This is an optimization exercise on Yosys and OpenROAD, whose aim is small area, a short achievable clock period and few clock cycles, not a production implementation.
RTL that was checked went through simulation tests only; none was proved equivalent to the original.
No functional check of the RTL was part of runs 2 to 4.
Power figures rest on the tool's default switching activity, not on a simulated workload.

--- design/flow/config.mk ---
export PLATFORM = sky130hd
export DESIGN_NAME = sbtp_framer
export DESIGN_NICKNAME = sbtp_framer
export VERILOG_FILES = /design/flow/design.v
export SDC_FILE = /design/flow/constraint.sdc
export NUM_CORES = 4
export LEC_CHECK = 0
export CAP_MARGIN = 20
export CORE_MARGIN = 2
export CORE_UTILIZATION = 40
export PLACE_DENSITY = 0.6
export SETUP_SLACK_MARGIN = 0.3
export SLEW_MARGIN = 20
--- design/flow/constraint.sdc ---
create_clock -name core_clock -period 8.0 [get_ports {clk}]
set_input_delay 1.6000 -clock core_clock [delete_from_list [all_inputs] [get_ports {clk}]]
set_output_delay 1.6000 -clock core_clock [all_outputs]
set_load 0.01 [all_outputs]
--- design/flow/design.v ---
module sbtp_crc8_step (
    input  wire [7:0] crc_in,
    input  wire [7:0] data,
    output wire [7:0] crc_out
);
    wire [7:0] s0 = crc_in ^ data;
    wire [7:0] s1 = s0[7] ? ({s0[6:0], 1'b0} ^ 8'hD5) : {s0[6:0], 1'b0};
    wire [7:0] s2 = s1[7] ? ({s1[6:0], 1'b0} ^ 8'hD5) : {s1[6:0], 1'b0};
    wire [7:0] s3 = s2[7] ? ({s2[6:0], 1'b0} ^ 8'hD5) : {s2[6:0], 1'b0};
    wire [7:0] s4 = s3[7] ? ({s3[6:0], 1'b0} ^ 8'hD5) : {s3[6:0], 1'b0};
    wire [7:0] s5 = s4[7] ? ({s4[6:0], 1'b0} ^ 8'hD5) : {s4[6:0], 1'b0};
    wire [7:0] s6 = s5[7] ? ({s5[6:0], 1'b0} ^ 8'hD5) : {s5[6:0], 1'b0};
    wire [7:0] s7 = s6[7] ? ({s6[6:0], 1'b0} ^ 8'hD5) : {s6[6:0], 1'b0};
    wire [7:0] s8 = s7[7] ? ({s7[6:0], 1'b0} ^ 8'hD5) : {s7[6:0], 1'b0};
    assign crc_out = s8;
endmodule
module sbtp_tx (
    input  wire       clk,
    input  wire       rst,
    input  wire       in_valid,
    output reg        in_ready,
    input  wire [7:0] in_data,
    input  wire       in_last,
    input  wire       in_empty,
    output reg        out_valid,
    input  wire       out_ready,
    input  wire       out_err,
    output reg  [7:0] out_data,
    output reg        done,
    output reg  [1:0] status
);
    localparam [1:0] ST_OK = 2'd0, ST_OVF = 2'd1, ST_TERR = 2'd2;
    localparam QB = 2;               
    localparam FB = 3;               
    reg       hv, sv;
    reg [7:0] hd, sd;
    reg       hl, sl, he, se;
    wire      in_fire = in_valid && in_ready;
    wire      pop;                   
    always @(posedge clk) begin
        if (rst) begin
            hv <= 1'b0;
            sv <= 1'b0;
            in_ready <= 1'b1;
        end else begin
            if (!hv || pop) begin
                if (sv) begin
                    hd <= sd; hl <= sl; he <= se; hv <= 1'b1;
                    if (in_fire) begin
                        sd <= in_data; sl <= in_last; se <= in_empty;
                    end else begin
                        sv <= 1'b0;
                    end
                end else if (in_fire) begin
                    hd <= in_data; hl <= in_last; he <= in_empty; hv <= 1'b1;
                end else begin
                    hv <= 1'b0;
                end
                in_ready <= 1'b1;
                if (sv && in_fire) in_ready <= 1'b0;
            end else if (in_fire) begin
                sd <= in_data; sl <= in_last; se <= in_empty; sv <= 1'b1;
                in_ready <= 1'b0;
            end
        end
    end
    localparam PB = 4;               
    reg  [7:0] wph;
    reg  [8:0] wr9;                  
    reg  [8:0] rd9;                  
    reg  [8:0] cur_start9;           
    reg  [7:0] wdist;                
    reg  [7:0] cdist;                
    wire       wen;
    reg  [4:0] tap;
    wire [7:0] tap_data;
    sbtp_ring #(.PB(PB)) u_ring (.clk(clk), .we(wen), .wdata(hd), .wport(wdist[7:PB]),
                                 .tap(tap), .rdata(tap_data));
    wire [8:0] arc     = wr9 - rd9;
    wire       can_adv = (wdist[PB-1:0] == 0) && !arc[8];
    reg  [7:0] q_len   [0:(1<<QB)-1];    
    reg  [7:0] q_cnt   [0:(1<<QB)-1];    
    reg  [7:0] q_crc   [0:(1<<QB)-1];
    reg        q_ovf   [0:(1<<QB)-1];
    reg  [QB:0] q_wp, q_rp, q_sp;    
    wire [QB:0] q_used  = q_wp - q_sp;
    wire        q_space = !q_used[QB];
    wire        r_avail = (q_rp != q_wp);
    wire        s_avail = (q_sp != q_wp);
    reg  [7:0] elen;
    reg  [7:0] wcnt;                 
    reg  [7:0] crc;
    reg        in_frame;
    reg        drain;
    wire       h_ctrl   = (hd == 8'h55) || (hd == 8'hAA) || (hd == 8'h5A);
    wire [8:0] elen_inc = {1'b0, elen} + (h_ctrl ? 9'd2 : 9'd1);
    wire [7:0] crc_next;
    sbtp_crc8_step u_crc (.crc_in(crc), .data(hd), .crc_out(crc_next));
    reg        w_we, w_pop, w_push, w_pov, w_rew;
    reg  [7:0] w_plen, w_pcnt, w_pcrc;
    always @(*) begin
        w_we = 1'b0; w_pop = 1'b0; w_push = 1'b0; w_pov = 1'b0; w_rew = 1'b0;
        w_plen = elen_inc[7:0];
        w_pcnt = wcnt + 8'd1;
        w_pcrc = ~crc_next;
        if (hv) begin
            if (drain) begin
                w_pop = 1'b1;
                w_push = hl; w_pov = 1'b1;
            end else if (he) begin
                if (q_space) begin
                    w_pop = 1'b1; w_push = 1'b1;
                    w_plen = 8'd0; w_pcnt = 8'd0; w_pcrc = 8'h00;
                end
            end else if (elen_inc[8]) begin
                w_pop = 1'b1; w_rew = 1'b1;
                w_push = hl; w_pov = 1'b1;
            end else if (can_adv && (in_frame || q_space)) begin
                w_we = 1'b1; w_pop = 1'b1;
                w_push = hl;
            end
        end
    end
    assign pop = w_pop;
    assign wen = w_we;
    always @(posedge clk) begin
        if (rst) begin
            wph <= 8'd0;
            wr9 <= 9'd0;
            wdist <= 8'd0;
            cur_start9 <= 9'd0;
            cdist <= 8'd0;
            elen <= 8'd0;
            wcnt <= 8'd0;
            crc <= 8'hFF;
            in_frame <= 1'b0;
            drain <= 1'b0;
            q_wp <= 0;
        end else begin
            wph <= wph + 8'd1;
            cdist <= cdist + 8'd1;
            if (w_rew) begin
                wr9 <= cur_start9;
                wdist <= cdist + 8'd1;
            end else if (w_we) begin
                wr9 <= wr9 + 9'd1;
            end else begin
                wdist <= wdist + 8'd1;
            end
            if (hv) begin
                if (drain) begin
                    if (hl) drain <= 1'b0;
                end else if (he) begin
                end else if (elen_inc[8]) begin
                    in_frame <= 1'b0; elen <= 8'd0; wcnt <= 8'd0; crc <= 8'hFF;
                    drain <= !hl;
                end else if (w_we) begin
                    if (!in_frame) begin
                        cur_start9 <= wr9;
                        cdist <= wdist + 8'd1;
                    end
                    in_frame <= !hl;
                    elen <= hl ? 8'd0 : elen_inc[7:0];
                    wcnt <= hl ? 8'd0 : wcnt + 8'd1;
                    crc  <= hl ? 8'hFF : crc_next;
                end
            end
            if (w_push) begin
                q_len[q_wp[QB-1:0]]   <= w_plen;
                q_cnt[q_wp[QB-1:0]]   <= w_pcnt;
                q_crc[q_wp[QB-1:0]]   <= w_pcrc;
                q_ovf[q_wp[QB-1:0]]   <= w_pov;
                q_wp <= q_wp + 1'b1;
            end
        end
    end
    reg        ractive;
    reg  [7:0] rstage;               
    reg  [7:0] rrem;                 
    reg  [FB:0] f_cnt;
    wire       f_space = (f_cnt < (1 << FB));
    wire       at_tap  = (rstage[2:0] == 3'd0);
    wire       r_take  = ractive && at_tap && f_space;
    wire       r_fin   = r_take && (rrem == 8'd1);
    wire [QB-1:0] rpi    = q_rp[QB-1:0];
    wire          r_skip = q_ovf[rpi] || (q_cnt[rpi] == 8'd0);
    wire          r_load = r_avail && (!ractive || r_fin);
    always @(*) tap = rstage[7:3];
    always @(posedge clk) begin
        if (rst) begin
            ractive <= 1'b0;
            rd9 <= 9'd0;
            rstage <= 8'd255;
            rrem <= 8'd0;
            q_rp <= 0;
        end else begin
            if (r_take) rd9 <= rd9 + 9'd1;
            else rstage <= rstage + 8'd1;
            if (r_load) begin
                q_rp <= q_rp + 1'b1;
                ractive <= !r_skip;
                rrem <= q_cnt[rpi];
            end else if (r_take) begin
                rrem <= rrem - 8'd1;
                if (r_fin) ractive <= 1'b0;
            end
        end
    end
    reg  [7:0] f_mem [0:(1<<FB)-1];
    reg  [FB-1:0] f_wp, f_rp;
    wire       f_pop;
    always @(posedge clk) begin
        if (r_take) f_mem[f_wp] <= tap_data;
    end
    always @(posedge clk) begin
        if (rst) begin
            f_wp <= 0; f_rp <= 0; f_cnt <= 0;
        end else begin
            if (r_take) f_wp <= f_wp + 1'b1;
            if (f_pop) f_rp <= f_rp + 1'b1;
            f_cnt <= f_cnt + (r_take ? 1'b1 : 1'b0) - (f_pop ? 1'b1 : 1'b0);
        end
    end
    wire       f_ne = (f_cnt != 0);
    localparam [2:0] S_IDLE = 3'd0, S_LEN = 3'd1, S_DATA = 3'd2,
                     S_CRC = 3'd3, S_AA = 3'd4, S_FLUSH = 3'd5;
    reg  [2:0] sst;
    reg  [7:0] srem;
    reg        dpend;                
    reg        sesc;                 
    wire [7:0] f_head = f_mem[f_rp];
    wire       f_ctrl = (f_head == 8'h55) || (f_head == 8'hAA) || (f_head == 8'h5A);
    wire [QB-1:0] spi   = q_sp[QB-1:0];
    wire       out_fire = out_valid && out_ready;
    wire       o_free   = !out_valid || out_fire;
    wire       abort    = out_fire && out_err && !dpend;
    reg        s_pop_q;              
    reg        s_fpop;
    always @(*) begin
        s_pop_q = 1'b0;
        s_fpop = 1'b0;
        if (sst == S_FLUSH) begin
            if (srem == 8'd0) s_pop_q = 1'b1;
            else s_fpop = f_ne;
        end else if (abort) begin
            s_pop_q = 1'b0;
        end else if (o_free) begin
            case (sst)
                S_IDLE: s_pop_q = s_avail && q_ovf[spi] && !dpend;
                S_DATA: s_fpop = f_ne && (sesc || !f_ctrl);
                S_AA:   s_pop_q = 1'b1;
                default: ;
            endcase
        end
    end
    assign f_pop = s_fpop;
    always @(posedge clk) begin
        if (rst) begin
            out_valid <= 1'b0;
            out_data <= 8'h00;
            sst <= S_IDLE;
            srem <= 8'd0;
            dpend <= 1'b0;
            sesc <= 1'b0;
            done <= 1'b0;
            status <= ST_OK;
            q_sp <= 0;
        end else begin
            done <= 1'b0;
            if (s_pop_q) q_sp <= q_sp + 1'b1;
            if (out_fire && dpend) begin
                done <= 1'b1;
                status <= out_err ? ST_TERR : ST_OK;
                dpend <= 1'b0;
            end
            if (sst == S_FLUSH) begin
                if (srem == 8'd0) begin
                    done <= 1'b1;
                    status <= ST_TERR;
                    sst <= S_IDLE;
                end else if (f_ne) begin
                    srem <= srem - 8'd1;
                end
            end else if (abort) begin
                out_valid <= 1'b0;
                sst <= S_FLUSH;
                sesc <= 1'b0;
                if (sst == S_LEN) srem <= q_cnt[spi];
            end else if (o_free) begin
                out_valid <= 1'b0;
                case (sst)
                    S_IDLE: begin
                        if (s_avail && !q_ovf[spi]) begin
                            out_valid <= 1'b1;
                            out_data <= 8'h55;
                            sst <= S_LEN;
                        end else if (s_avail && !dpend) begin
                            done <= 1'b1;
                            status <= ST_OVF;
                        end
                    end
                    S_LEN: begin
                        out_valid <= 1'b1;
                        out_data <= q_len[spi];
                        srem <= q_cnt[spi];
                        sst <= (q_cnt[spi] == 8'd0) ? S_CRC : S_DATA;
                    end
                    S_DATA: begin
                        if (f_ne) begin
                            out_valid <= 1'b1;
                            if (f_ctrl && !sesc) begin
                                out_data <= 8'h5A;
                                sesc <= 1'b1;
                            end else begin
                                out_data <= sesc ? (f_head ^ 8'h42) : f_head;
                                sesc <= 1'b0;
                                srem <= srem - 8'd1;
                                if (srem == 8'd1) sst <= S_CRC;
                            end
                        end
                    end
                    S_CRC: begin
                        out_valid <= 1'b1;
                        out_data <= q_crc[spi];
                        sst <= S_AA;
                    end
                    S_AA: begin
                        out_valid <= 1'b1;
                        out_data <= 8'hAA;
                        dpend <= 1'b1;
                        sst <= S_IDLE;
                    end
                    default: sst <= S_IDLE;
                endcase
            end
        end
    end
endmodule
module sbtp_rx (
    input  wire       clk,
    input  wire       rst,
    input  wire       in_valid,
    output reg        in_ready,
    input  wire [7:0] in_data,
    input  wire       in_err,
    output reg        res_valid,
    output reg  [1:0] res_status,
    output reg  [7:0] res_len,
    output reg        out_valid,
    input  wire       out_ready,
    output reg  [7:0] out_data,
    output reg        out_last
);
    localparam [1:0] ST_OK = 2'd0, ST_FMT = 2'd1, ST_CRC = 2'd2, ST_TERR = 2'd3;
    localparam QB = 2;               
    localparam [2:0] R_HUNT = 3'd0,
                     R_LEN  = 3'd1,
                     R_DATA = 3'd2,
                     R_ESC  = 3'd3,
                     R_CRC  = 3'd4,
                     R_END  = 3'd5;
    reg       hv, sv;
    reg [7:0] hd, sd;
    reg       he, se;
    wire      in_fire = in_valid && in_ready;
    wire      pop;
    always @(posedge clk) begin
        if (rst) begin
            hv <= 1'b0;
            sv <= 1'b0;
            in_ready <= 1'b1;
        end else begin
            if (!hv || pop) begin
                if (sv) begin
                    hd <= sd; he <= se; hv <= 1'b1;
                    if (in_fire) begin
                        sd <= in_data; se <= in_err;
                    end else begin
                        sv <= 1'b0;
                    end
                end else if (in_fire) begin
                    hd <= in_data; he <= in_err; hv <= 1'b1;
                end else begin
                    hv <= 1'b0;
                end
                in_ready <= !(sv && in_fire);
            end else if (in_fire) begin
                sd <= in_data; se <= in_err; sv <= 1'b1;
                in_ready <= 1'b0;
            end
        end
    end
    reg  [7:0] wph;
    reg  [8:0] wr9;
    reg  [8:0] rd9;
    reg  [8:0] cur_start9;
    localparam PB = 4;               
    reg  [7:0] wdist;                
    wire       wen;
    reg  [4:0] tap;
    wire [7:0] tap_data;
    sbtp_ring #(.PB(PB)) u_ring (.clk(clk), .we(wen), .wdata(hd), .wport(wdist[7:PB]),
                                 .tap(tap), .rdata(tap_data));
    wire [8:0] arc     = wr9 - rd9;
    wire       can_adv = (wdist[PB-1:0] == 0) && !arc[8];
    reg  [8:0] q_start [0:(1<<QB)-1];
    reg  [7:0] q_len   [0:(1<<QB)-1];
    reg  [QB:0] q_wp, q_rp;
    wire [QB:0] q_used  = q_wp - q_rp;
    wire        q_space = !q_used[QB];
    wire        r_avail = (q_rp != q_wp);
    reg  [2:0] pst;
    reg  [7:0] rcnt;
    reg  [7:0] flen;
    reg  [7:0] plen;
    reg  [7:0] crc;
    reg  [7:0] csum;
    wire       counted  = (pst == R_DATA) || (pst == R_ESC);
    wire       h_esc    = (hd == 8'h5A);
    wire [7:0] app_byte = (pst == R_ESC) ? (hd ^ 8'h42) : hd;
    wire [7:0] crc_next;
    sbtp_crc8_step u_crc (.crc_in(crc), .data(app_byte), .crc_out(crc_next));
    wire       p_take = hv && (he || (counted ? can_adv : ((pst != R_LEN) || q_space)));
    wire       p_wr   = p_take && !he && counted;
    assign pop = p_take;
    assign wen = p_wr;
    wire       q_push = p_take && !he && (pst == R_END) && (hd == 8'hAA) &&
                        ((~crc) == csum) && (plen != 8'd0);
    wire       w_adv  = counted ? p_wr : can_adv;
    wire [8:0] wr9_next = wr9 + (w_adv ? 9'd1 : 9'd0);
    always @(posedge clk) begin
        if (rst) begin
            pst <= R_HUNT;
            wph <= 8'd0;
            wr9 <= 9'd0;
            wdist <= 8'd0;
            cur_start9 <= 9'd0;
            rcnt <= 8'd0;
            flen <= 8'd0;
            plen <= 8'd0;
            crc <= 8'hFF;
            csum <= 8'd0;
            res_valid <= 1'b0;
            res_status <= ST_OK;
            res_len <= 8'd0;
            q_wp <= 0;
        end else begin
            wph <= wph + 8'd1;
            wr9 <= wr9_next;
            if (!w_adv) wdist <= wdist + 8'd1;
            if (pst == R_HUNT || pst == R_LEN)
                cur_start9 <= wr9_next;
            res_valid <= 1'b0;
            if (p_take && he) begin
                res_valid  <= 1'b1;
                res_status <= ST_TERR;
                res_len    <= 8'd0;
                pst        <= R_HUNT;
            end else if (p_take) begin
                case (pst)
                    R_HUNT: begin
                        if (hd == 8'h55) pst <= R_LEN;
                    end
                    R_LEN: begin
                        rcnt <= hd;
                        flen <= hd;
                        plen <= 8'd0;
                        crc  <= 8'hFF;
                        pst  <= (hd == 8'd0) ? R_CRC : R_DATA;
                    end
                    R_DATA: begin
                        rcnt <= rcnt - 8'd1;
                        if (h_esc) begin
                            if (rcnt == 8'd1) begin
                                res_valid  <= 1'b1;
                                res_status <= ST_FMT;
                                res_len    <= 8'd0;
                                pst        <= R_HUNT;
                            end else begin
                                pst <= R_ESC;
                            end
                        end else begin
                            plen <= plen + 8'd1;
                            crc  <= crc_next;
                            pst  <= (rcnt == 8'd1) ? R_CRC : R_DATA;
                        end
                    end
                    R_ESC: begin
                        rcnt <= rcnt - 8'd1;
                        plen <= plen + 8'd1;
                        crc  <= crc_next;
                        pst  <= (rcnt == 8'd1) ? R_CRC : R_DATA;
                    end
                    R_CRC: begin
                        csum <= hd;
                        pst  <= R_END;
                    end
                    R_END: begin
                        res_valid <= 1'b1;
                        res_len   <= 8'd0;
                        pst       <= R_HUNT;
                        if (hd != 8'hAA) begin
                            res_status <= ST_FMT;
                        end else if ((~crc) != csum) begin
                            res_status <= ST_CRC;
                        end else begin
                            res_status <= ST_OK;
                            res_len    <= plen;
                        end
                    end
                    default: pst <= R_HUNT;
                endcase
            end
            if (q_push) begin
                q_start[q_wp[QB-1:0]] <= cur_start9;
                q_len[q_wp[QB-1:0]]   <= flen;
                q_wp <= q_wp + 1'b1;
            end
        end
    end
    reg        ractive;
    reg  [7:0] rstage;
    reg  [7:0] rrem;
    reg        resc;                 
    reg        ov_sk;                
    wire       at_tap  = (rstage[2:0] == 3'd0);
    wire       r_pref  = !resc && (tap_data == 8'h5A);
    wire       r_take  = ractive && at_tap && (r_pref || !ov_sk);
    wire       r_push  = r_take && !r_pref;
    wire       r_fin   = r_take && (rrem == 8'd1);
    wire [7:0] r_byte  = resc ? (tap_data ^ 8'h42) : tap_data;
    wire       r_load  = r_avail && (!ractive || r_fin);
    wire [QB-1:0] rpi  = q_rp[QB-1:0];
    always @(*) tap = rstage[7:3];
    always @(posedge clk) begin
        if (rst) begin
            ractive <= 1'b0;
            rd9 <= 9'd0;
            rstage <= 8'd0;
            rrem <= 8'd0;
            resc <= 1'b0;
            q_rp <= 0;
        end else begin
            if (r_take) resc <= r_pref;
            if (r_load) begin
                q_rp <= q_rp + 1'b1;
                ractive <= 1'b1;
                rd9 <= q_start[rpi];
                rstage <= wph - q_start[rpi][7:0];
                rrem <= q_len[rpi];
                resc <= 1'b0;
            end else if (r_take) begin
                rd9 <= rd9 + 9'd1;
                rrem <= rrem - 8'd1;
                if (r_fin) ractive <= 1'b0;
            end else if (ractive) begin
                rstage <= rstage + 8'd1;
            end else begin
                rd9 <= cur_start9;
            end
        end
    end
    reg  [7:0] sk_d;
    reg        sk_l;
    wire       o_fire = out_valid && out_ready;
    always @(posedge clk) begin
        if (rst) begin
            out_valid <= 1'b0;
            ov_sk <= 1'b0;
        end else begin
            if (!out_valid || o_fire) begin
                if (ov_sk) begin
                    out_data <= sk_d; out_last <= sk_l; out_valid <= 1'b1;
                    if (r_push) begin
                        sk_d <= r_byte; sk_l <= (rrem == 8'd1);
                    end else begin
                        ov_sk <= 1'b0;
                    end
                end else if (r_push) begin
                    out_data <= r_byte; out_last <= (rrem == 8'd1); out_valid <= 1'b1;
                end else begin
                    out_valid <= 1'b0;
                end
            end else if (r_push) begin
                sk_d <= r_byte; sk_l <= (rrem == 8'd1); ov_sk <= 1'b1;
            end
        end
    end
endmodule
module sbtp_framer (
    input  wire       clk,
    input  wire       rst,
    input  wire       tx_in_valid,
    output wire       tx_in_ready,
    input  wire [7:0] tx_in_data,
    input  wire       tx_in_last,
    input  wire       tx_in_empty,
    output wire       tx_out_valid,
    input  wire       tx_out_ready,
    input  wire       tx_out_err,
    output wire [7:0] tx_out_data,
    output wire       tx_done,
    output wire [1:0] tx_status,
    input  wire       rx_in_valid,
    output wire       rx_in_ready,
    input  wire [7:0] rx_in_data,
    input  wire       rx_in_err,
    output wire       rx_res_valid,
    output wire [1:0] rx_res_status,
    output wire [7:0] rx_res_len,
    output wire       rx_out_valid,
    input  wire       rx_out_ready,
    output wire [7:0] rx_out_data,
    output wire       rx_out_last
);
    sbtp_tx u_tx (
        .clk       (clk),
        .rst       (rst),
        .in_valid  (tx_in_valid),
        .in_ready  (tx_in_ready),
        .in_data   (tx_in_data),
        .in_last   (tx_in_last),
        .in_empty  (tx_in_empty),
        .out_valid (tx_out_valid),
        .out_ready (tx_out_ready),
        .out_err   (tx_out_err),
        .out_data  (tx_out_data),
        .done      (tx_done),
        .status    (tx_status)
    );
    sbtp_rx u_rx (
        .clk        (clk),
        .rst        (rst),
        .in_valid   (rx_in_valid),
        .in_ready   (rx_in_ready),
        .in_data    (rx_in_data),
        .in_err     (rx_in_err),
        .res_valid  (rx_res_valid),
        .res_status (rx_res_status),
        .res_len    (rx_res_len),
        .out_valid  (rx_out_valid),
        .out_ready  (rx_out_ready),
        .out_data   (rx_out_data),
        .out_last   (rx_out_last)
    );
endmodule
module sbtp_ring #(
    parameter PB = 4
) (
    input  wire        clk,
    input  wire        we,
    input  wire [7:0]  wdata,
    input  wire [7-PB:0] wport,   
    input  wire [4:0]  tap,       
    output wire [7:0]  rdata
);
    reg  [2047:0] r;
    wire [2047:0] prev = {r[2039:0], r[2047:2040]};
    genvar s;
    generate
        for (s = 0; s < 256; s = s + 1) begin : g_stage
            if ((s % (1 << PB)) == 0) begin : g_port
                always @(posedge clk)
                    r[s*8 +: 8] <= (we && (wport == (s >> PB))) ? wdata : prev[s*8 +: 8];
            end else begin : g_shift
                always @(posedge clk)
                    r[s*8 +: 8] <= prev[s*8 +: 8];
            end
        end
    endgenerate
    assign rdata = r[{tap, 6'd0} +: 8];
endmodule
--- design/flow/run.sh ---
#!/bin/bash
# synth_recipe.tcl (not shown) runs the flow's synth.tcl, then flattens the netlist and writes it again
# the make line also repeats each setting of config.mk as NAME=value (left out here)
make -C /OpenROAD-flow-scripts/flow DESIGN_CONFIG=/design/flow/config.mk WORK_HOME=/design/flow/orfs CLKGATE_MAP_FILE= SYNTH_SCRIPT=/design/flow/synth_recipe.tcl finish
==> implementation parameters, run 1 <==
Parameter                              Value

Outcome
  Status ... complete, no violations

Floorplan
  Initial core utilization ... between 40 and 50%
  Die H ... between 500 and 600 um
  Area of the die ... between 0.2 and 0.3 mm2
  I/O pin cnt ... 61
  Die width ... between 500 and 600 um
  Row Count ... 196
  Core footprint ... 0.285 mm2

Logic synthesis
  Primary FF master, synth ... dfxtp_1
  Number of cells produced by synthesis ... approximately 7.0k
  Number of enable flip-flop cells after synthesis ... around 290
  Share of synthesized area occupied by flip-flops and latches ... a little over four fifths
  Nets in the synthesized netlist ... 7076
  Area of the mapped netlist ... about 0.11 mm2
  Yosys reg bits ... around 4.7k
  Largest cells by area after synthesis ... dfxtp_1, edfxtp_1, mux4_2
  Post-synthesis async set-or-reset flop share ... 0%
  Portion of synthesized cell area occupied by the leading cell type ... between 70% and 80%
  Syn Area/Cell ... between 15 and 20 um2
  Yosys warning count ... 3
  Top cell type by total area after synthesis ... dfxtp_1
  Cell variety after synth ... about 90

CTS
  Hold bufs inserted after CTS ... 0
  Number of CTS-inserted buffers ... 412
  Clock tree from TritonCTS ... built
  Number of buffers on the longest clock path ... 4
  Clock tree root driver cell ... clkbuf_16
  Clock Latency Late Sink ... around 0.9 ns
  Clock sinks ... roughly 4.7k
  Setup repair bufs after CTS ... 0
  Max H-tree Level ... 5
  CTS resizes ... 0
  Clk slew on worst S/H paths ... 0.07 ns

Global route
  Pin count of the biggest net entering global routing ... 101
  Antenna violations before repair ... 7
  Most Crowded Layer GR ... met2
  Vias in the first global route ... 50.7k
  Global-route wire length before repair ... approximately 300 mm
  Grt met2 use ... between 20% and 30%
  GR Util All Layers ... between 10% and 20%
  Met1 track utilization from global routing ... roughly 18%
  Overflow after GRT ... 0
  Met3 GRT Util ... 2.20%

Timing
  Max-slew violation total from the final report ... 0
  Setup repair after global routing missed its margin ... no
  Number of hold-slack violations in the final timing report ... 0
  Worst Clk Skew ... approximately 0.08 ns
  Final TNS setup ... 0 ns
  Total of endpoints with negative setup slack in the final report ... 0
  Actual slew at the worst max-slew pin ... approximately 1.1 ns
  Tmin final ... between 5 and 6 ns
  Highest clock rate ... approximately 190 MHz
  Portion of the clock cycle consumed by the worst path in the final layout ... approximately 67%
  Slew HR ... between 20% and 30%

Hold path
  Hold/Removal Path Class ... flip-flop to flip-flop

Critical path
  Startpoint types ... flip-flop
  Cell mode on critical path ... and3_1
  Worst EP arrival ... 6.10 ns
  Worst-path cell with the longest stage delay ... edfxtp_1
  Critical-path maximum fanout ... 19
  Largest stage delay, worst path ... about 0.91 ns
  Required @ worst endpoint ... between 8 and 9 ns
  Cell breakdown of the critical path ... nor4bb_1 -> nor2_1 -> nor2_1 -> inv_1 -> ha_1 -> fa_1 -> and3_1 -> and3_1 -> and3_1 -> nor2_2 -> nand3_1 -> mux2_2
  WS Path Type ... flip-flop to flip-flop
  Element type at the critical path end ... flip-flop

Cells and area
  Layout net count ... between 7k and 8k
  Post-route standard cell area excluding fillers ... around 0.13 mm2
  Share of layout cells above drive strength 1 ... between 15 and 20%
  Number of fillers in the final layout ... roughly 24k
  Most common library cell in the layout ignoring fill and taps ... dfxtp_1
  Layout overhead on the synthesized area ... 16.9%
  Leading cell types in the layout, fill and taps excluded ... dfxtp_1, clkbuf_16, mux2_2, edfxtp_1, nor2_1

Run
  Number of max-cap violations ... 0

Route
  Number of iterations in the first detailed-routing pass ... 7
  First-iteration detailed-routing DRC count ... approximately 2.7k
  Via/cell ratio ... 4.37
  Total number of vias ... between 40k and 50k
  Post-detailed-route wirelength per cell ... between 15 and 20 um
  # DRC ... 0
  Number of routed nets with antenna violations ... 0
  DRT Wirelength ... 198 mm

Placed design
  Buffers on Ports ... 60
  HPWL Detailed ... 123 mm
  GPL Wtd Cong ... about 0.8
  Area post-placement ... roughly 0.12 mm2

Power
  Areal power density over the cells ... between 300 and 400 mW/mm2
  Maximum VDD drop ... around 0.00021 V
  P_leak ... 51.8 nW
-- through the flow --
stage,hold slack [ns],worst slack (ns),std cells,power (mW),utilization [%]
global placement,0.310,2.66,10660,26.6,42.0
detailed placement,0.312,2.44,10660,26.7,42.0
CTS,0.250,2.57,11414,47.0,47.0
finish,0.254,2.62,11419,46.5,47.0
floorplan,0.310,3.65,6976,26.0,-
global route,0.261,2.38,11416,48.2,47.0
-- power by group --
part           leakage, nW  total, mW  switching, mW  internal [mW]
combinational         7.01       2.09           1.22          0.865
clock                 7.09       20.4           8.31           12.1
sequential            37.7       24.1          0.366           23.7
total                 51.8       46.5           9.90           36.6
-- area by class of cell --
cell class / instances / area [um2] / share of cell area (%)
Antenna cell: 5 / 12.5 / 0.00932
Clock inverter: 172 / 2330 / 1.74
Multi-Input combinational cell: 2051 / 17600 / 13.1
Timing Repair Buffer: 116 / 1050 / 0.780
Clock buffer: 582 / 12100 / 9.04
Inverter: 79 / 297 / 0.221
Tap cell: 3762 / 4710 / 3.51
Sequential cell: 4652 / 96000 / 71.6
-- cells in the mapped netlist, types with 7 or more instances --
cell type,number
dfxtp_1,4364
mux2_2,294
edfxtp_1,288
nor2_1,248
nand2_1,222
mux4_2,185
clkbuf_1,142
a21oi_1,120
xnor2_1,109
mux2i_1,82
inv_1,79
nand3_1,79
o21ai_0,79
ha_1,71
xor2_1,66
a211oi_1,45
and3_1,41
nor2b_1,38
a22oi_1,32
nor3_1,29
nand4_1,27
o22ai_1,25
buf_1,21
nand2b_1,21
and2_1,18
a21o_1,17
nor4_1,17
buf_2,12
a31oi_1,11
o31ai_1,10
or3_1,10
nand4b_1,9
buf_4,8
buf_6,8
nor3b_1,8
nand3b_1,7
o211ai_1,7
o21ai_1,7
o221ai_1,7
-- cells by family (layout without fill, tap and decap cells) --
group,after synthesis,count (layout),synth area share [%]
adder cells (fa/ha/maj),75,75,0.835
other,0,5,0
AO/OA/AOI/OAI,430,430,2.46
flip-flops,4652,4652,83.7
buffers and inverters,273,949,1.02
multiplexers,563,563,7.28
XOR/XNOR,175,175,1.34
AND/OR/NAND/NOR,808,808,3.39
-- registers in the layout, summed over array words and instances, names as in the netlist, 9 cells and up, named ones only --
name	flops
u_rx.wr9	9
u_tx.wr9	9
u_tx.u_ring.r	2048
u_tx.f_mem	64
u_rx.q_len	32
u_rx.rd9	9
u_tx.q_len	32
u_tx.q_crc	32
u_rx.q_start	36
u_tx.cur_start9	9
u_tx.q_cnt	32
u_rx.u_ring.r	2048
u_rx.cur_start9	9
u_tx.rd9	9
-- final timing paths --
| path | start | endpoint | slack [ns] | cells after the start |
|---|---|---|---|---|
| max | u_tx.hd[7] | u_tx.u_ring.r[131] | 2.62 | 12 |
| min | u_rx.u_ring.r[203] | u_rx.u_ring.r[211] | 0.25 | 0 |
| max reg2reg | u_tx.hd[7] | u_tx.u_ring.r[131] | 2.62 | 12 |
| min reg2reg | u_rx.u_ring.r[203] | u_rx.u_ring.r[211] | 0.25 | 0 |
-- layer usage --
metal,wire (um),vias up
met4,5850,0
met2,90900,865
met1,94100,24389
met3,6810,393
li1,-,24207
met5,0,-
-- worst max-delay path, delay by kind of cell (launching register included) --
kind | cells | cell delay (ns)
adder cells (fa/ha/maj) | 2 | 0.73
multiplexers | 1 | 0.51
flip-flops | 1 | 0.91
buffers and inverters | 1 | 0.08
AND/OR/NAND/NOR | 8 | 2.98
Testbench counts, summed over its fixed seeds: cycles 17,957.
==> inputs of run 2 (changes only) <==
--- a/design/flow/design.v
+++ b/design/flow/design.v
@@ -32,3 +32,3 @@
     localparam [1:0] ST_OK = 2'd0, ST_OVF = 2'd1, ST_TERR = 2'd2;
-    localparam QB = 2;               
+    localparam QB = 3;               
     localparam FB = 3;               
@@ -81,12 +81,9 @@
     reg  [7:0] q_len   [0:(1<<QB)-1];    
-    reg  [7:0] q_cnt   [0:(1<<QB)-1];    
     reg  [7:0] q_crc   [0:(1<<QB)-1];
     reg        q_ovf   [0:(1<<QB)-1];
-    reg  [QB:0] q_wp, q_rp, q_sp;    
+    reg  [QB:0] q_wp, q_sp;          
     wire [QB:0] q_used  = q_wp - q_sp;
     wire        q_space = !q_used[QB];
-    wire        r_avail = (q_rp != q_wp);
     wire        s_avail = (q_sp != q_wp);
     reg  [7:0] elen;
-    reg  [7:0] wcnt;                 
     reg  [7:0] crc;
@@ -99,3 +96,3 @@
     reg        w_we, w_pop, w_push, w_pov, w_rew;
-    reg  [7:0] w_plen, w_pcnt, w_pcrc;
+    reg  [7:0] w_plen, w_pcrc;
     always @(*) begin
@@ -103,3 +100,2 @@
         w_plen = elen_inc[7:0];
-        w_pcnt = wcnt + 8'd1;
         w_pcrc = ~crc_next;
@@ -112,3 +108,3 @@
                     w_pop = 1'b1; w_push = 1'b1;
-                    w_plen = 8'd0; w_pcnt = 8'd0; w_pcrc = 8'h00;
+                    w_plen = 8'd0; w_pcrc = 8'h00;
                 end
@@ -133,3 +129,2 @@
             elen <= 8'd0;
-            wcnt <= 8'd0;
             crc <= 8'hFF;
@@ -154,3 +149,3 @@
                 end else if (elen_inc[8]) begin
-                    in_frame <= 1'b0; elen <= 8'd0; wcnt <= 8'd0; crc <= 8'hFF;
+                    in_frame <= 1'b0; elen <= 8'd0; crc <= 8'hFF;
                     drain <= !hl;
@@ -163,3 +158,2 @@
                     elen <= hl ? 8'd0 : elen_inc[7:0];
-                    wcnt <= hl ? 8'd0 : wcnt + 8'd1;
                     crc  <= hl ? 8'hFF : crc_next;
@@ -169,3 +163,2 @@
                 q_len[q_wp[QB-1:0]]   <= w_plen;
-                q_cnt[q_wp[QB-1:0]]   <= w_pcnt;
                 q_crc[q_wp[QB-1:0]]   <= w_pcrc;
@@ -176,13 +169,8 @@
     end
-    reg        ractive;
     reg  [7:0] rstage;               
-    reg  [7:0] rrem;                 
     reg  [FB:0] f_cnt;
+    wire [8:0] lim9    = in_frame ? cur_start9 : wr9;
     wire       f_space = (f_cnt < (1 << FB));
     wire       at_tap  = (rstage[2:0] == 3'd0);
-    wire       r_take  = ractive && at_tap && f_space;
-    wire       r_fin   = r_take && (rrem == 8'd1);
-    wire [QB-1:0] rpi    = q_rp[QB-1:0];
-    wire          r_skip = q_ovf[rpi] || (q_cnt[rpi] == 8'd0);
-    wire          r_load = r_avail && (!ractive || r_fin);
+    wire       r_take  = at_tap && f_space && (rd9 != lim9);
     always @(*) tap = rstage[7:3];
@@ -190,7 +178,4 @@
         if (rst) begin
-            ractive <= 1'b0;
             rd9 <= 9'd0;
             rstage <= 8'd255;
-            rrem <= 8'd0;
-            q_rp <= 0;
         end else begin
@@ -198,10 +183,2 @@
             else rstage <= rstage + 8'd1;
-            if (r_load) begin
-                q_rp <= q_rp + 1'b1;
-                ractive <= !r_skip;
-                rrem <= q_cnt[rpi];
-            end else if (r_take) begin
-                rrem <= rrem - 8'd1;
-                if (r_fin) ractive <= 1'b0;
-            end
         end
@@ -227,3 +204,3 @@
     reg  [2:0] sst;
-    reg  [7:0] srem;
+    reg  [7:0] srem;                 
     reg        dpend;                
@@ -281,3 +258,4 @@
                 end else if (f_ne) begin
-                    srem <= srem - 8'd1;
+                    srem <= srem - ((sesc || !f_ctrl) ? 8'd1 : 8'd2);
+                    sesc <= 1'b0;
                 end
@@ -286,4 +264,3 @@
                 sst <= S_FLUSH;
-                sesc <= 1'b0;
-                if (sst == S_LEN) srem <= q_cnt[spi];
+                if (sst == S_LEN) srem <= q_len[spi];
             end else if (o_free) begin
@@ -304,4 +281,4 @@
                         out_data <= q_len[spi];
-                        srem <= q_cnt[spi];
-                        sst <= (q_cnt[spi] == 8'd0) ? S_CRC : S_DATA;
+                        srem <= q_len[spi];
+                        sst <= (q_len[spi] == 8'd0) ? S_CRC : S_DATA;
                     end
@@ -310,2 +287,4 @@
                             out_valid <= 1'b1;
+                            srem <= srem - 8'd1;
+                            if (srem == 8'd1) sst <= S_CRC;
                             if (f_ctrl && !sesc) begin
@@ -316,4 +295,2 @@
                                 sesc <= 1'b0;
-                                srem <= srem - 8'd1;
-                                if (srem == 8'd1) sst <= S_CRC;
                             end
==> run 2 against run 1 <==
  * Still clean
  * Critical path depth up 1
  * Via count up 2.8%
  * Sequential share of layout area down 0.16 points
  * Cell area up 0.96%
  * Flip-flop and latch count up 17
  * Setup slack worse by 0.54 ns
  * Global-route usage up 0.59 points
  * Hold slack better by 0.0024 ns
  * Register-to-register slack worse by 0.54 ns
  * Core utilization about the same
  * Combinational power up 22%
  * Non-clock buffer count up 8
==> implementation parameters, run 2 <==
Parameter                              Value

Outcome
  Status ... complete, no violations

Route
  Number of iterations in the first detailed-routing pass ... 6
  DRT Wirelength ... a little over 200 mm
  Post-detailed-route wirelength per cell ... around 18 um
  Number of routed nets with antenna violations ... 0
  Via/cell ratio ... around 4.5
  Total number of vias ... 51.3k
  First-iteration detailed-routing DRC count ... roughly 3.2k
  # DRC ... 0

Placed design
  HPWL Detailed ... 130 mm
  Area post-placement ... roughly 0.12 mm2
  Worst slack after detailed placement ... roughly 2.2 ns
  GPL Wtd Cong ... 0.839
  Buffers on Ports ... 60
  Placed insts ... roughly 11k

Floorplan
  Core footprint ... roughly 0.29 mm2
  Initial core utilization ... about two fifths
  Row Count ... between 150 and 200
  Die H ... roughly 540 um
  Die width ... between 500 and 600 um
  Area of the die ... roughly 0.29 mm2
  I/O pin cnt ... between 60 and 70

Timing
  Highest clock rate ... 169 MHz
  Hold WS ... approximately 0.26 ns
  Worst Clk Skew ... ~0.07 ns
  Setup repair after global routing missed its margin ... no
  Tmin final ... slightly below 6 ns
  Slew HR ... about a quarter
  Number of hold-slack violations in the final timing report ... 0
  Portion of the clock cycle consumed by the worst path in the final layout ... between 70 and 80%
  Actual slew at the worst max-slew pin ... around 1.1 ns
  Final TNS setup ... 0 ns
  Total of endpoints with negative setup slack in the final report ... 0
  Final WS setup ... ~2.1 ns
  Max-slew violation total from the final report ... 0

Logic synthesis
  Yosys warning count ... 3
  Post-synthesis async set-or-reset flop share ... 0%
  Portion of synthesized cell area occupied by the leading cell type ... between 70 and 80%
  Share of synthesized area occupied by flip-flops and latches ... 83.4%
  Synth Area in Adders ... 0.792%
  Area of the mapped netlist ... 0.116 mm2
  Number of enable flip-flop cells after synthesis ... approximately 320
  Multiplexer share of the synthesized area ... 7.47%
  Yosys reg bits ... between 4k and 5k
  Syn Area/Cell ... between 15 and 20 um2
  Largest cells by area after synthesis ... dfxtp_1, edfxtp_1, mux4_2
  Top cell type by total area after synthesis ... dfxtp_1
  Largest family of logic cells by synthesized area ... multiplexers
  Simple-gate share of the synthesized area ... about 3.3%
  Cell variety after synth ... 92
  XOR/XNOR share of the synthesized area ... roughly 1.2%
  List of most frequent post-synthesis cells ... dfxtp_1, edfxtp_1, mux2_2
  Primary FF master, synth ... dfxtp_1
  Number of cells produced by synthesis ... between 7k and 8k
  Count leader, synth ... dfxtp_1
  Nets in the synthesized netlist ... 7149
  Share of the synthesized area in compound gates (AO/OA/AOI/OAI) ... 2.86%

Global route
  Met1 track utilization from global routing ... roughly 20%
  Pin count of the biggest net entering global routing ... between 100 and 150
  Vias in the first global route ... between 50k and 60k
  Most Crowded Layer GR ... met2
  Global-route wire length before repair ... around 310 mm
  Antenna violations before repair ... 13
  Met3 GRT Util ... under 10%
  GR Util All Layers ... approximately 14%
  Overflow after GRT ... 0
  Grt met2 use ... 21.9%

Cells and area
  Share of layout cells above drive strength 1 ... 16.9%
  Layout net count ... ~7.5k
  Most common library cell in the layout ignoring fill and taps ... dfxtp_1
  Largest registers ... u_rx.u_ring.r: 2048 flops, u_tx.u_ring.r: 2048 flops
  Utilization after layout ... a little under half
  Leading cell types in the layout, fill and taps excluded ... dfxtp_1, clkbuf_16, edfxtp_1, mux2_2, nor2_1
  Post-route standard cell area excluding fillers ... roughly 0.14 mm2
  Area used by multi-input combinational logic ... approximately 0.018 mm2
  Final cell count without fillers ... between 10k and 15k
  Register area ... a little under 0.1 mm2
  Number of fillers in the final layout ... between 20k and 25k
  Layout overhead on the synthesized area ... 16.9%

CTS
  Clock tree from TritonCTS ... built
  Clock tree root driver cell ... clkbuf_16
  Clk slew on worst S/H paths ... ~0.07 ns
  Clock Latency Late Sink ... approximately 0.90 ns
  Hold bufs inserted after CTS ... 0
  Max H-tree Level ... 5
  CTS resizes ... 0
  Number of buffers on the longest clock path ... 4
  Number of CTS-inserted buffers ... a little over 400
  Setup repair bufs after CTS ... 0
  Clock sinks ... 4669

Critical path
  Kind of cell with the highest combined delay on the critical path ... simple AND/OR/NAND/NOR gates
  Reg2Reg Capture Point ... u_tx.u_ring.r[1671]
  WS Path Type ... flip-flop to flip-flop
  Startpoint types ... flip-flop
  Cell breakdown of the critical path ... nor4bb_1 -> nor2_1 -> nor2_1 -> inv_1 -> ha_1 -> fa_1 -> nand3_1 -> nor2_1 -> nand3_1 -> nand2_1 -> a21oi_2 -> nand4_1 -> mux2_2
  Worst-path cell with the longest stage delay ... edfxtp_1
  Largest stage delay, worst path ... 0.87 ns
  Critical Path Sink ... u_tx.u_ring.r[1671]
  Reg-to-reg critical path startpoint ... u_tx.hd[6]
  Depth of the worst register-to-register path ... 13
  Critical-path maximum fanout ... 19
  Beginning of the critical path ... u_tx.hd[6]
  Cell mode on critical path ... nor2_1
  Element type at the critical path end ... flip-flop
  Worst R2R Setup Slack ... about 2.1 ns
  Required @ worst endpoint ... about 8.7 ns
  Worst EP arrival ... around 6.7 ns
  Worst path buffer plus inverter count ... 1
  Critical path depth ... 13

Power
  Areal power density over the cells ... ~350 mW/mm2
  P_leak ... a little over 50 nW
  Net switching fraction of the power ... between 20% and 30%
  Clock group share of total power ... between 40% and 50%
  Portion of total power attributed to sequential cells ... around 52%
  Net Sw Power ... a little over 10 mW
  Logic pwr share ... between 5 and 6%
  Maximum VDD drop ... 0.000245 V
  Final Total Pwr ... 47.1 mW
  Internal Power ... 36.7 mW

Hold path
  Hold/Removal Path Class ... flip-flop to flip-flop

Run
  Number of max-cap violations ... 0
-- run 2: logic make-up (layout without fill, tap and decap cells) --
| family | after synthesis | in the layout |
|---|---|---|
| DFF | 4669 | 4669 |
| and+or+nand+nor | 777 | 777 |
| muxes | 598 | 598 |
| AOI/OAI and AO/OA | 493 | 493 |
| buffers and inverters | 290 | 966 |
| xor gates and xnor gates | 154 | 154 |
| adders and majority gates | 71 | 71 |
| other | 0 | 8 |
-- run 2: layout make-up --
type | count | area share [%]
sequential | 4669 | 71.4
multi-input combinational | 2093 | 13.4
clock buffer | 579 | 8.88
tap | 3781 | 3.49
clock inverter | 183 | 1.76
timing repair buffer | 124 | 0.808
inverter | 80 | 0.222
antenna | 8 | 0.0148
-- run 2: worst min path at each step --
stage | start | slack (ns) | endpoint | cells past startpoint
detailed placement | u_rx.u_ring.r[1562] | 0.31 | u_rx.u_ring.r[1570] | 0
floorplan | u_rx.u_ring.r[992] | 0.31 | u_rx.u_ring.r[1000] | 0
global route | u_tx.u_ring.r[567] | 0.26 | u_tx.u_ring.r[575] | 0
global placement | u_tx.u_ring.r[1178] | 0.31 | u_tx.u_ring.r[1186] | 0
CTS | u_rx.u_ring.r[292] | 0.23 | u_rx.u_ring.r[300] | 0
finish | u_rx.u_ring.r[292] | 0.26 | u_rx.u_ring.r[300] | 0
-- run 2: metal layers --
layer | routed length, um | part of all wire (%) | up-vias
met4 | 5660 | 2.7 | 0
li1 | - | - | 24664
met5 | 0 | 0 | -
met3 | 8360 | 4.0 | 396
met1 | 100000 | 48 | 25155
met2 | 93100 | 45 | 1042
-- run 2: worst reg2reg max path: stages, from the launching register on --
cell and delay [ns]:
edfxtp_1 0.87, nor4bb_1 0.45, nor2_1 0.10, nor2_1 0.47, inv_1 0.12, ha_1 0.26, fa_1 0.44, nand3_1 0.14
nor2_1 0.12, nand3_1 0.42, nand2_1 0.30, a21oi_2 0.81, nand4_1 0.79, mux2_2 0.51
-- run 2: power by group through the flow --
| stage | clock network, mW | logic, mW | registers (mW) |
|---|---|---|---|
| 2_1_floorplan | 0 | 1.86 | 24.5 |
| 3_3_place_gp | 0 | 2.46 | 24.8 |
| 3_5_place_dp | 0 | 2.52 | 24.8 |
| 4_1_cts | 20.8 | 2.54 | 24.3 |
| 5_1_grt | 21.7 | 2.75 | 24.3 |
| 6_report | 20.3 | 2.55 | 24.3 |
==> inputs of run 3 (changes only) <==
--- a/design/flow/design.v
+++ b/design/flow/design.v
@@ -37,3 +37,5 @@
     reg       hl, sl, he, se;
+    reg       hc, sc;                
     wire      in_fire = in_valid && in_ready;
+    wire      in_ctrl = (in_data == 8'h55) || (in_data == 8'hAA) || (in_data == 8'h5A);
     wire      pop;                   
@@ -47,5 +49,5 @@
                 if (sv) begin
-                    hd <= sd; hl <= sl; he <= se; hv <= 1'b1;
+                    hd <= sd; hl <= sl; he <= se; hc <= sc; hv <= 1'b1;
                     if (in_fire) begin
-                        sd <= in_data; sl <= in_last; se <= in_empty;
+                        sd <= in_data; sl <= in_last; se <= in_empty; sc <= in_ctrl;
                     end else begin
@@ -54,3 +56,3 @@
                 end else if (in_fire) begin
-                    hd <= in_data; hl <= in_last; he <= in_empty; hv <= 1'b1;
+                    hd <= in_data; hl <= in_last; he <= in_empty; hc <= in_ctrl; hv <= 1'b1;
                 end else begin
@@ -61,3 +63,3 @@
             end else if (in_fire) begin
-                sd <= in_data; sl <= in_last; se <= in_empty; sv <= 1'b1;
+                sd <= in_data; sl <= in_last; se <= in_empty; sc <= in_ctrl; sv <= 1'b1;
                 in_ready <= 1'b0;
@@ -79,3 +81,4 @@
     wire [8:0] arc     = wr9 - rd9;
-    wire       can_adv = (wdist[PB-1:0] == 0) && !arc[8];
+    reg        afree;
+    wire       can_adv = (wdist[PB-1:0] == 0) && afree;
     reg  [7:0] q_len   [0:(1<<QB)-1];    
@@ -85,3 +88,3 @@
     wire [QB:0] q_used  = q_wp - q_sp;
-    wire        q_space = !q_used[QB];
+    reg         q_space;
     wire        s_avail = (q_sp != q_wp);
@@ -91,4 +94,5 @@
     reg        drain;
-    wire       h_ctrl   = (hd == 8'h55) || (hd == 8'hAA) || (hd == 8'h5A);
-    wire [8:0] elen_inc = {1'b0, elen} + (h_ctrl ? 9'd2 : 9'd1);
+    reg        e254, e255;           
+    wire       h_ovf    = e255 || (e254 && hc);    
+    wire [7:0] elen_inc = elen + (hc ? 8'd2 : 8'd1);
     wire [7:0] crc_next;
@@ -99,3 +103,3 @@
         w_we = 1'b0; w_pop = 1'b0; w_push = 1'b0; w_pov = 1'b0; w_rew = 1'b0;
-        w_plen = elen_inc[7:0];
+        w_plen = elen_inc;
         w_pcrc = ~crc_next;
@@ -110,3 +114,3 @@
                 end
-            end else if (elen_inc[8]) begin
+            end else if (h_ovf) begin
                 w_pop = 1'b1; w_rew = 1'b1;
@@ -129,2 +133,6 @@
             elen <= 8'd0;
+            e254 <= 1'b0;
+            e255 <= 1'b0;
+            afree <= 1'b1;
+            q_space <= 1'b1;
             crc <= 8'hFF;
@@ -136,2 +144,4 @@
             cdist <= cdist + 8'd1;
+            afree <= (arc < 9'd255);
+            q_space <= (q_used < (1 << QB) - 1);
             if (w_rew) begin
@@ -148,4 +158,5 @@
                 end else if (he) begin
-                end else if (elen_inc[8]) begin
+                end else if (h_ovf) begin
                     in_frame <= 1'b0; elen <= 8'd0; crc <= 8'hFF;
+                    e254 <= 1'b0; e255 <= 1'b0;
                     drain <= !hl;
@@ -157,3 +168,5 @@
                     in_frame <= !hl;
-                    elen <= hl ? 8'd0 : elen_inc[7:0];
+                    elen <= hl ? 8'd0 : elen_inc;
+                    e254 <= !hl && (elen_inc == 8'd254);
+                    e255 <= !hl && (elen_inc == 8'd255);
                     crc  <= hl ? 8'hFF : crc_next;
@@ -341,3 +354,5 @@
     reg       he, se;
+    reg [2:0] hf, sf;                
     wire      in_fire = in_valid && in_ready;
+    wire [2:0] in_f   = {in_data == 8'hAA, in_data == 8'h5A, in_data == 8'h55};
     wire      pop;
@@ -351,5 +366,5 @@
                 if (sv) begin
-                    hd <= sd; he <= se; hv <= 1'b1;
+                    hd <= sd; he <= se; hf <= sf; hv <= 1'b1;
                     if (in_fire) begin
-                        sd <= in_data; se <= in_err;
+                        sd <= in_data; se <= in_err; sf <= in_f;
                     end else begin
@@ -358,3 +373,3 @@
                 end else if (in_fire) begin
-                    hd <= in_data; he <= in_err; hv <= 1'b1;
+                    hd <= in_data; he <= in_err; hf <= in_f; hv <= 1'b1;
                 end else begin
@@ -364,3 +379,3 @@
             end else if (in_fire) begin
-                sd <= in_data; se <= in_err; sv <= 1'b1;
+                sd <= in_data; se <= in_err; sf <= in_f; sv <= 1'b1;
                 in_ready <= 1'b0;
@@ -381,3 +396,4 @@
     wire [8:0] arc     = wr9 - rd9;
-    wire       can_adv = (wdist[PB-1:0] == 0) && !arc[8];
+    reg        afree;
+    wire       can_adv = (wdist[PB-1:0] == 0) && afree;
     reg  [8:0] q_start [0:(1<<QB)-1];
@@ -393,5 +409,7 @@
     reg  [7:0] crc;
-    reg  [7:0] csum;
+    reg        r1;                   
+    reg        cmatch;               
+    reg        pnz;                  
     wire       counted  = (pst == R_DATA) || (pst == R_ESC);
-    wire       h_esc    = (hd == 8'h5A);
+    wire       h_esc    = hf[1];
     wire [7:0] app_byte = (pst == R_ESC) ? (hd ^ 8'h42) : hd;
@@ -403,4 +421,3 @@
     assign wen = p_wr;
-    wire       q_push = p_take && !he && (pst == R_END) && (hd == 8'hAA) &&
-                        ((~crc) == csum) && (plen != 8'd0);
+    wire       q_push = p_take && !he && (pst == R_END) && hf[2] && cmatch && pnz;
     wire       w_adv  = counted ? p_wr : can_adv;
@@ -418,3 +435,6 @@
             crc <= 8'hFF;
-            csum <= 8'd0;
+            r1 <= 1'b0;
+            cmatch <= 1'b0;
+            pnz <= 1'b0;
+            afree <= 1'b1;
             res_valid <= 1'b0;
@@ -426,2 +446,3 @@
             wr9 <= wr9_next;
+            afree <= (arc < 9'd255);
             if (!w_adv) wdist <= wdist + 8'd1;
@@ -438,3 +459,3 @@
                     R_HUNT: begin
-                        if (hd == 8'h55) pst <= R_LEN;
+                        if (hf[0]) pst <= R_LEN;
                     end
@@ -442,4 +463,6 @@
                         rcnt <= hd;
+                        r1   <= (hd == 8'd1);
                         flen <= hd;
                         plen <= 8'd0;
+                        pnz  <= 1'b0;
                         crc  <= 8'hFF;
@@ -449,4 +472,5 @@
                         rcnt <= rcnt - 8'd1;
+                        r1   <= (rcnt == 8'd2);
                         if (h_esc) begin
-                            if (rcnt == 8'd1) begin
+                            if (r1) begin
                                 res_valid  <= 1'b1;
@@ -460,4 +484,5 @@
                             plen <= plen + 8'd1;
+                            pnz  <= 1'b1;
                             crc  <= crc_next;
-                            pst  <= (rcnt == 8'd1) ? R_CRC : R_DATA;
+                            pst  <= r1 ? R_CRC : R_DATA;
                         end
@@ -466,8 +491,10 @@
                         rcnt <= rcnt - 8'd1;
+                        r1   <= (rcnt == 8'd2);
                         plen <= plen + 8'd1;
+                        pnz  <= 1'b1;
                         crc  <= crc_next;
-                        pst  <= (rcnt == 8'd1) ? R_CRC : R_DATA;
+                        pst  <= r1 ? R_CRC : R_DATA;
                     end
                     R_CRC: begin
-                        csum <= hd;
+                        cmatch <= ((~crc) == hd);
                         pst  <= R_END;
@@ -478,5 +505,5 @@
                         pst       <= R_HUNT;
-                        if (hd != 8'hAA) begin
+                        if (!hf[2]) begin
                             res_status <= ST_FMT;
-                        end else if ((~crc) != csum) begin
+                        end else if (!cmatch) begin
                             res_status <= ST_CRC;
--- a/design/flow/config.mk
+++ b/design/flow/config.mk
@@ -11,3 +11,3 @@
 export PLACE_DENSITY = 0.6
-export SETUP_SLACK_MARGIN = 0.3
+export SETUP_SLACK_MARGIN = 4.5
 export SLEW_MARGIN = 20
==> run 3 against run 2 <==
  * Register-to-register slack better by 2.2 ns
  * Combinational power down 15%
  * Total power down 0.47%
  * Non-clock buffer count is 78 higher
  * Global-route usage is 0.37 points higher
  * Critical path type unchanged
  * Critical endpoint is now u_tx.srem[4]
  * Largest power group unchanged
  * Highest routed layer is now met5
==> implementation parameters, run 3 <==
Parameter                              Value

Timing
  Max-slew violation total from the final report ... 0
  Slew HR ... 30.7%
  Number of hold-slack violations in the final timing report ... 0
  Setup repair after global routing missed its margin ... yes
  Worst Clk Skew ... roughly 0.11 ns
  Actual slew at the worst max-slew pin ... just over 1 ns
  Highest clock rate ... between 200 and 300 MHz
  Total of endpoints with negative setup slack in the final report ... 0
  Hold WS ... between 0.2 and 0.3 ns
  Portion of the clock cycle consumed by the worst path in the final layout ... a little under half
  Final TNS setup ... 0 ns
  Tmin final ... ~3.7 ns

Power
  Net switching fraction of the power ... 21.8%
  Final Total Pwr ... 46.9 mW
  Internal Power ... between 30 and 40 mW
  Areal power density over the cells ... approximately 340 mW/mm2
  Portion of total power attributed to sequential cells ... 51.6%
  Clock group share of total power ... between 40% and 50%
  Maximum VDD drop ... between 0.0002 and 0.00025 V
  Logic pwr share ... approximately 4.7%
  Net Sw Power ... 10.2 mW
  P_leak ... approximately 53 nW

Logic synthesis
  Primary FF master, synth ... dfxtp_1
  Portion of synthesized cell area occupied by the leading cell type ... between 70% and 80%
  Number of cells produced by synthesis ... 7055
  Top cell type by total area after synthesis ... dfxtp_1
  Yosys warning count ... 3
  Syn Area/Cell ... approximately 16 um2
  Number of enable flip-flop cells after synthesis ... around 330
  Count leader, synth ... dfxtp_1
  Largest cells by area after synthesis ... dfxtp_1, edfxtp_1, mux4_2
  Post-synthesis async set-or-reset flop share ... 0%
  Area of the mapped netlist ... ~0.12 mm2
  Nets in the synthesized netlist ... between 7k and 8k
  Share of synthesized area occupied by flip-flops and latches ... a little over four fifths
  Yosys reg bits ... between 4k and 5k
  Cell variety after synth ... 90
  List of most frequent post-synthesis cells ... dfxtp_1, edfxtp_1, mux2_2

Route
  # DRC ... 0
  First-iteration detailed-routing DRC count ... around 3.3k
  Number of iterations in the first detailed-routing pass ... 5
  Post-detailed-route wirelength per cell ... about 18 um
  DRT Wirelength ... between 200 and 250 mm
  Number of routed nets with antenna violations ... 0
  Via/cell ratio ... roughly 4.4
  Total number of vias ... between 50k and 60k

Hold path
  Hold/Removal Path Class ... flip-flop to flip-flop
  Critical hold path startpoint ... u_rx.u_ring.r[1312]
  WHS Path Cells ... 0
  Worst hold endpoint ... u_rx.u_ring.r[1320]

Run
  Number of max-cap violations ... 0

Cells and area
  Share of layout cells above drive strength 1 ... between 10% and 20%
  Layout net count ... ~7.6k
  Post-route standard cell area excluding fillers ... roughly 0.14 mm2
  Largest registers ... u_rx.u_ring.r: 2048 flops, u_tx.u_ring.r: 2048 flops
  Utilization after layout ... a little under half
  Most common library cell in the layout ignoring fill and taps ... dfxtp_1
  Leading cell types in the layout, fill and taps excluded ... dfxtp_1, clkbuf_16, edfxtp_1, mux2_2, nor2_1
  Number of fillers in the final layout ... ~24k
  Layout overhead on the synthesized area ... 18.6%

Critical path
  Largest stage delay, worst path ... ~0.50 ns
  Cell breakdown of the critical path ... buf_12 -> mux4_2 -> mux2_4 -> nor4_4 -> a41oi_2 -> nor3_4 -> inv_4 -> buf_4 -> fa_2 -> or3_4 -> a221oi_2 -> a21oi_1 -> nor2_1 -> mux2i_1 -> nor2_1
  Worst R2R Setup Slack ... roughly 4.3 ns
  WS Path Type ... flip-flop to flip-flop
  Kind of cell with the highest combined delay on the critical path ... simple AND/OR/NAND/NOR gates
  Worst path buffer plus inverter count ... 3
  Worst-path cell with the longest stage delay ... mux4_2
  Worst EP arrival ... 4.64 ns
  Required @ worst endpoint ... about 8.9 ns
  Element type at the critical path end ... flip-flop
  Startpoint types ... flip-flop
  Critical-path maximum fanout ... 5
  Reg2Reg Capture Point ... u_tx.srem[4]
  Cell mode on critical path ... nor2_1
  Depth of the worst register-to-register path ... 15

Placed design
  Buffers on Ports ... 60
  HPWL Detailed ... 129 mm
  Area post-placement ... 0.121 mm2
  GPL Wtd Cong ... between 0.8 and 0.9

CTS
  Clock Latency Late Sink ... 0.95 ns
  Clock tree root driver cell ... clkbuf_16
  Number of buffers on the longest clock path ... 4
  Clock sinks ... roughly 4.7k
  Max H-tree Level ... 5
  Number of CTS-inserted buffers ... between 400 and 500
  Clk slew on worst S/H paths ... about 0.06 ns
  Hold bufs inserted after CTS ... 0
  Clock tree from TritonCTS ... built

Floorplan
  Core footprint ... 0.288 mm2
  I/O pin cnt ... 61
  Area of the die ... between 0.2 and 0.3 mm2
  Die H ... about 540 um
  Initial core utilization ... around 40%
  Row Count ... roughly 200
  Die width ... around 540 um

Global route
  Met1 track utilization from global routing ... 19.9%
  Global-route wire length before repair ... 323 mm
  Vias in the first global route ... around 53k
  Overflow after GRT ... 0
  GR Util All Layers ... around 14%
  Most Crowded Layer GR ... met2
  Grt met2 use ... between 20% and 30%
  Antenna violations before repair ... 14
  Pin count of the biggest net entering global routing ... 70
  Met3 GRT Util ... approximately 2.4%

Outcome
  Status ... complete, no violations
## run 3: cell count changes after synthesis, moves of 10 or more
cell,change
nand3_1,-47
nand2_1,+43
xnor2_1,+24
nor2_1,+18
nor3b_1,+18
mux2_2,-16
a22oi_1,+15
mux4_2,-14
nor3_1,+14
nand4_1,-13
o31ai_1,-12
o22ai_1,+11
buf_1,-10
mux2i_1,+10
## run 3: metrics by stage
| step | instances | worst slack (ns) |
|---|---|---|
| global route | 11618 | 4.12 |
| floorplan | 7055 | 4.42 |
| detailed placement | 10744 | 2.99 |
| global placement | 10743 | 2.99 |
| finish | 11626 | 4.25 |
| CTS | 11588 | 4.32 |
## run 3: how the worst max path moves through the flow
stage | endpoint | slack (ns) | depth (start not counted) | from
CTS | u_tx.srem[4] | 4.32 | 17 | flip-flop
finish | u_tx.srem[4] | 4.25 | 15 | flip-flop
global route | u_tx.srem[4] | 4.12 | 15 | flip-flop
floorplan | u_tx.f_cnt[2] | 4.42 | 15 | flip-flop
global placement | u_rx.rstage[2] | 2.99 | 9 | u_rx.rstage[5]
detailed placement | u_rx.rstage[2] | 2.99 | 10 | u_rx.rstage[3]
## run 3: layout make-up
| cell class | count | area (um2) | share of cell area [%] |
|---|---|---|---|
| Sequential cell | 4677 | 97000 | 70.5 |
| Inverter | 82 | 314 | 0.228 |
| Clock inverter | 190 | 2620 | 1.91 |
| Tap cell | 3781 | 4730 | 3.44 |
| Multi-Input combinational cell | 2097 | 18700 | 13.6 |
| Antenna cell | 10 | 25.0 | 0.0182 |
| Clock buffer | 587 | 12100 | 8.79 |
| Timing Repair Buffer | 202 | 2100 | 1.53 |
## run 3: routing by layer
layer | wire length, um | part of all wire, % | vias to the layer above
met1 | 101000 | 47 | 25464
met2 | 97000 | 46 | 1068
met5 | 9 | 0.0042 | -
met3 | 9610 | 4.5 | 383
li1 | - | - | 24715
met4 | 5420 | 2.5 | 2
## run 3: kinds of logic (layout without fill, tap and decap cells)
| logic type | after synthesis | count (layout) | synth area share [%] |
|---|---|---|---|
| AO/OA/AOI/OAI | 455 | 455 | 2.58 |
| XOR/XNOR | 170 | 170 | 1.30 |
| adder cells (fa/ha/maj) | 76 | 76 | 0.863 |
| buffers and inverters | 282 | 1061 | 1.02 |
| flip-flops | 4677 | 4677 | 83.6 |
| multiplexers | 584 | 584 | 7.28 |
| other | 0 | 10 | 0 |
| AND/OR/NAND/NOR | 811 | 812 | 3.36 |
## run 3: timing repair
action	4_1_cts	5_1_grt
gates cloned	3	2
resized for setup	153	58
endpoints found under the setup margin	591	270
pin swaps	33	17
setup buffers	64	26
## run 3: power groups by stage
| stage | Clock (mW) | Combinational (mW) | Sequential [mW] |
|---|---|---|---|
| after floorplan | 0 | 1.51 | 24.5 |
| after global placement | 0 | 1.96 | 24.7 |
| after detailed placement | 0 | 2.00 | 24.7 |
| after CTS | 21.0 | 2.12 | 24.2 |
| after global routing | 22.0 | 2.37 | 24.2 |
| final | 20.5 | 2.18 | 24.2 |
==> inputs of run 4 (changes only) <==
--- a/design/flow/config.mk
+++ b/design/flow/config.mk
@@ -11,3 +11,3 @@
 export PLACE_DENSITY = 0.6
-export SETUP_SLACK_MARGIN = 4.5
+export SETUP_SLACK_MARGIN = 0.3
 export SLEW_MARGIN = 20
==> run 4 against run 3 <==
  * Still clean
  * Clock-buffer cell count increased by 19
  * Core utilization is 0.78 points lower
  * Final cell count is 0.79% lower
  * Synthesized cell count did not move
  * Setup slack got worse by 1.3 ns
  * Register-to-register slack got worse by 1.3 ns
  * Flip-flop and latch count unchanged
  * Die area unchanged
  * Sequential power is essentially flat
  * Sequential share of layout area is 1.1 points higher
  * Clock skew is 0.035 ns lower
  * Area after synthesis unchanged
  * Largest cell class unchanged
  * Largest power group unchanged
==> implementation parameters, run 4 <==
Parameter                              Value

Cells and area
  Layout overhead on the synthesized area ... 16.7%
  Share of layout cells above drive strength 1 ... around 16%
  Layout net count ... 7498

Logic synthesis
  Top cell type by total area after synthesis ... dfxtp_1
  Largest cells by area after synthesis ... dfxtp_1, edfxtp_1, mux4_2
  XOR/XNOR share of the synthesized area ... under 10%
  Syn Area/Cell ... 16.4 um2
  Multiplexer share of the synthesized area ... just over 7%
  Number of enable flip-flop cells after synthesis ... 332
  Cell variety after synth ... 90
  Count leader, synth ... dfxtp_1
  Share of synthesized area occupied by flip-flops and latches ... 83.6%
  Largest family of logic cells by synthesized area ... multiplexers
  Simple-gate share of the synthesized area ... between 3 and 4%
  List of most frequent post-synthesis cells ... dfxtp_1, edfxtp_1, mux2_2

Global route
  GR Util All Layers ... 14.2%
  Antenna violations before repair ... 11
  Overflow after GRT ... 0

CTS
  Max H-tree Level ... 5
  Clock tree from TritonCTS ... built
  Clock sinks ... roughly 4.7k
  Number of CTS-inserted buffers ... 418
  CTS resizes ... 0
  Setup repair bufs after CTS ... 0
  Clock tree root driver cell ... clkbuf_16

Critical path
  Startpoint types ... flip-flop
  Largest stage delay, worst path ... between 0.8 and 0.9 ns
  Element type at the critical path end ... flip-flop
  Depth of the worst register-to-register path ... 9

Timing
  Hold WS ... roughly 0.27 ns
  Setup repair after global routing missed its margin ... no
  Actual slew at the worst max-slew pin ... 1.18 ns
  Portion of the clock cycle consumed by the worst path in the final layout ... between 60% and 70%
  Max-slew violation total from the final report ... 0
  Total of endpoints with negative setup slack in the final report ... 0

Route
  Number of iterations in the first detailed-routing pass ... 6
  First-iteration detailed-routing DRC count ... ~3.2k
  DRT Wirelength ... about 210 mm
  Total number of vias ... between 50k and 60k

Placed design
  Placed insts ... ~11k
  Buffers on Ports ... 60
  HPWL Detailed ... 131 mm

Floorplan
  Area of the die ... roughly 0.29 mm2
  Core footprint ... 0.288 mm2
  Row Count ... 197
  I/O pin cnt ... a little over 60

Power
  P_leak ... between 50 and 60 nW

Outcome
  Status ... complete, no violations

Run
  Number of max-cap violations ... 0
[run 4: cell counts after synthesis]
Identical to the previous run, type by type.
[run 4: layout make-up]
type                    instances  area, um2
diodes                          6       15.0
clock buffers                 606      12200
clock inverters               164       2100
fillers                     24166     153000
inverters                      82        308
multi-input cells            2096      17900
flip-flops and latches       4677      97000
well taps                    3781       4730
repair buffers                122       1070
[run 4: cell families after synthesis]
family	Yosys count
compound gates	455
fa+ha+maj	76
simple gates	811
buf+inv	282
xor+xnor	170
mux	584
flops	4677
[run 4: report_power, final]
part	total (mW)	switching, mW	internal [mW]
clock network	20.1	8.51	11.6
registers	24.2	0.344	23.9
logic	1.99	1.19	0.803
total	46.4	10.0	36.3
[run 4: critical path, delay by kind of cell, from the launching register on]
kind	cells	cell delay, ns
AO/OA/AOI/OAI	5	1.31
flip-flops	1	0.89
AND/OR/NAND/NOR	4	2.68
[run 4: routing by layer]
layer	vias to the layer above	global-route usage, %	wire [um]
li1	24553	-	-
met1	25360	20.0	102000
met2	1012	22.1	94200
met3	340	2.52	9080
met4	4	4.40	5450
met5	-	0	31
[run 4: through the flow]
stage	setup slack, ns	instance area (um2)	total power, mW	util (%)
after CTS	3.03	135000	46.8	46.9
after floorplan	4.01	116000	26.0	-
after global routing	2.66	135000	48.0	47.0
after detailed placement	3.05	121000	26.7	42.0
final	2.99	135000	46.4	47.0
after global placement	3.19	121000	26.7	42.0
[run 4: worst paths after layout]
kind              slack, ns                   to                start
setup / recovery       2.99       u_rx.rstage[2]       u_rx.rstage[4]
hold / removal         0.27  u_rx.u_ring.r[1573]  u_rx.u_ring.r[1565]
setup reg to reg       2.99       u_rx.rstage[2]       u_rx.rstage[4]
hold reg to reg        0.27  u_rx.u_ring.r[1573]  u_rx.u_ring.r[1565]

afterwards: timing with drivers on the ports:
How much do the figures lean on ideal ports? The routed layouts below were timed once more, with nothing changed but the port constraints. Step 1 assumes that a clkbuf_16 drives the clock port and a buf_2 every other input. Step 2 times the ports against the registers' clock, not the clock port: input delays grow and output delays shrink by t, the midpoint of the rising clock arrivals with the driver on. Three values: no drivers, after step 1, after step 2; two values: the first two.
run	shift t [ns]	slack for setup (ns)
run 1	0.949	2.621 / 2.621 / 2.621
run 2	0.962	2.084 / 2.084 / 2.084
run 3	0.990	4.250 / 4.250 / 3.680
run 4	0.974	2.986 / 2.986 / 2.986
After both steps setup and hold are still met in every run listed.
